Background: an optimization exercise with open tools, aiming at small area and a short achievable clock period. Do not read the settings as production practice. Function was checked by simulation only, so behaviour that the tests miss may differ from the original.

==> flow/design.v (excerpt) <==
module pipe_core (
    input             clk,
    input             rst,           
    input      [1:0]  policy,        
    output     [31:0] imem_addr,
    input      [55:0] imem_rdata,
    output            dmem_re,
    output            dmem_we,
    output            dmem_wide,     
    output     [31:0] dmem_addr,
    output     [31:0] dmem_wdata,
    input      [31:0] dmem_rdata,
    input      [4:0]  dbg_reg_sel,
    output     [31:0] dbg_reg_val,
    output            halted,
    output            done,
    output     [31:0] cycle_count,
    output     [31:0] hit_count,
    output     [31:0] miss_count
);
    localparam [3:0] C_ADDI = 4'd1, C_SUB = 4'd2, C_LDW = 4'd3, C_LDB = 4'd4,
                     C_STW = 4'd5, C_STB = 4'd6, C_BZ = 4'd7, C_BGE = 4'd8,
                     C_BNE = 4'd9, C_HALT = 4'd10;
    reg [31:0] pc_q;
    reg [9:0]  ghr_q;
    reg        halted_q;
    reg [31:0] cycle_q, hit_q, miss_q;
    reg        pw_v;
    reg [9:0]  pw_idx;
    reg [1:0]  pw_d;
    reg        f_v;
    reg [3:0]  f_c;
    reg        f_wr;                     
    reg [4:0]  f_rd, f_rs1, f_rs2;
    reg [31:0] f_imm;                    
    reg        f_pt;
    reg [9:0]  f_pidx;
    reg        f_pst0;                   
    reg        d_v;
    reg [3:0]  d_c;
    reg        d_wr;
    reg [4:0]  d_rd;
    reg [31:0] d_imm;
    reg        d_pt;
    reg [9:0]  d_pidx;
    reg        d_pst0;
    reg [31:0] d_v1, d_v2;
    reg        d_r1, d_r2;
    reg        q_eqm1, q_eqm2;           
    reg        q_eqe1, q_eqe2;           
    reg        q_mfok;                   
    reg        q_efok;                   
    reg        e_v;
    reg [3:0]  e_c;
    reg        e_wr;
    reg [4:0]  e_rd;
    reg [31:0] e_alu, e_sd;
    reg        m_wr, m_halt, m_nz;
    reg [4:0]  m_rd;
    reg [31:0] m_val;
    wire [1023:0] rf_flat;
    wire [2047:0] pht_flat;
    function [31:0] rf_read;
        input [1023:0] f;
        input [4:0]    a;
        integer i;
        begin
            rf_read = 32'd0;
            for (i = 1; i < 32; i = i + 1)
                rf_read = rf_read | (f[32*i +: 32] & {32{a == i}});
        end
    endfunction
  ...
For scale: about 13000 cells after synthesis, roughly 3500 flip-flops, about 330 I/O pins, about 160000 um^2 of cells after synthesis.
export LEC_CHECK = 0
export CAP_MARGIN = 20
export CORE_MARGIN = 2
export CORE_UTILIZATION = 55
export CTS_CLUSTER_DIAMETER = 50
export CTS_CLUSTER_SIZE = 16
export PLACE_DENSITY = 0.66
export SLEW_MARGIN = 20
create_clock -name core_clock -period 15.0 [get_ports {clk}]
standard.sh (not shown) runs the stock make flow with config.mk's settings and CLKGATE_MAP_FILE= SYNTH_SCRIPT=/design/flow/synth_recipe.tcl, a recipe that flattens the netlist after the stock synthesis.
==> flow/flow/run.sh <==
#!/bin/bash
# Layout flow: the standard ORFS layout (standard.sh: unchanged synthesis and
# steps; the standard flow's SDC unchanged), with
#  - the repair_timing setup margin raised, so the optimiser keeps working on
#    paths well inside the 15 ns clock;
#  - clock tree synthesis without dummy loads, leaf buffers clkbuf_8 (same sink
#    clustering as config.mk);
#  - one extra step between global and detailed routing (flow/eco.tcl): the gates
#    that drive the dbg_reg_val output buffers are sized up and those buffers made
#    plain buffers (the dbg_reg_sel -> dbg_reg_val path is the critical one), then
#    placement is legalised and global routing updated incrementally; then a second
#    session (flow/eco_rm.tcl) removes single-load buffer chains on those paths.
# Each ECO session writes the layout back only if the worst slack improves.
# Each tool's full output goes to a log here: make_grt.log, eco.log, eco_rm.log,
# make_finish.log
# (ORFS's own step logs stay under orfs/logs).
set -euo pipefail
CTS="CTS_ARGS=-sink_clustering_enable -repair_clock_nets -sink_clustering_size 16 -sink_clustering_max_diameter 50 -dont_use_dummy_load -sink_clustering_buffer sky130_fd_sc_hd__clkbuf_8"
bash standard.sh SETUP_SLACK_MARGIN=8 "$CTS" grt > make_grt.log 2>&1
openroad -no_init -exit flow/eco.tcl > eco.log 2>&1
openroad -no_init -exit flow/eco_rm.tcl > eco_rm.log 2>&1
bash standard.sh SETUP_SLACK_MARGIN=8 "$CTS" finish > make_finish.log 2>&1
Other scripts of this flow, unchanged in this note and not shown: flow/flow/eco.tcl, flow/flow/eco_rm.tcl
The starting point finished with timing, DRC and antenna clean.
Edit:
--- a/flow/config.mk
+++ b/flow/config.mk
@@ -10 +10 @@
-export CORE_UTILIZATION = 55
+export CORE_UTILIZATION = 50
@@ -13 +13 @@
-export PLACE_DENSITY = 0.66
+export PLACE_DENSITY = 0.62
Result:
- The changed run went through all stages and came out clean
- via count stays flat
- global-route usage is lower by 4.4 points
- final area climbs by 0.73%
- routed wire length climbs by about 1.7%
- clock skew increases by 0.012 ns
- area after synthesis is unchanged
- clock-buffer cell count increases by 13
Edit:
--- a/flow/flow/run.sh
+++ b/flow/flow/run.sh
@@ -6,2 +6 @@
-#  - clock tree synthesis without dummy loads, leaf buffers clkbuf_8 (same sink
-#    clustering as config.mk);
+#  - clock tree synthesis without dummy loads (same sink clustering as config.mk);
@@ -18 +17 @@
-CTS="CTS_ARGS=-sink_clustering_enable -repair_clock_nets -sink_clustering_size 16 -sink_clustering_max_diameter 50 -dont_use_dummy_load -sink_clustering_buffer sky130_fd_sc_hd__clkbuf_8"
+CTS="CTS_ARGS=-sink_clustering_enable -repair_clock_nets -sink_clustering_size 20 -sink_clustering_max_diameter 60 -dont_use_dummy_load"
--- a/flow/config.mk
+++ b/flow/config.mk
@@ -10,4 +10,4 @@
-export CORE_UTILIZATION = 50
-export CTS_CLUSTER_DIAMETER = 50
-export CTS_CLUSTER_SIZE = 16
-export PLACE_DENSITY = 0.62
+export CORE_UTILIZATION = 55
+export CTS_CLUSTER_DIAMETER = 60
+export CTS_CLUSTER_SIZE = 20
+export PLACE_DENSITY = 0.66
The new run completed with no timing, DRC or antenna violations.
Utilization went up by 5.6 points.
Hold slack gets better by 0.0052 ns.
Die area came out lower by 9.0%.
Design area falls by 0.51%.

==> re-timing with driven ports <==
No port has a modelled driver above. Below, the same layouts with a new extraction and two added sets of constraints. Step 1 sets driving cells, clkbuf_16 on the clock port and buf_2 on the other inputs (assumed; they add their load-dependent delay and slew). Step 2 also shifts input and output timing later by t, the mid clock arrival at the registers, as if the neighbouring blocks saw the same clock. Three values: ideal ports, drivers, drivers and shift; two values: the first two.
| run | t, ns | setup slack, ns | worst register clock-pin slew, ns |
|---|---|---|---|
| the first run | 1.047 | 7.162 / 6.712 / 6.712 | 0.11 / 0.11 |
| the second run | 1.036 | 7.105 / 6.746 / 6.746 | 0.11 / 0.11 |
| the third run | 1.041 | 7.155 / 6.765 / 6.765 | 0.09 / 0.09 |
After both steps setup and hold are still met in every run listed. The setup slack of the first run, which loses most, moves by -0.450 ns with the drivers and by -0.450 ns with both steps.
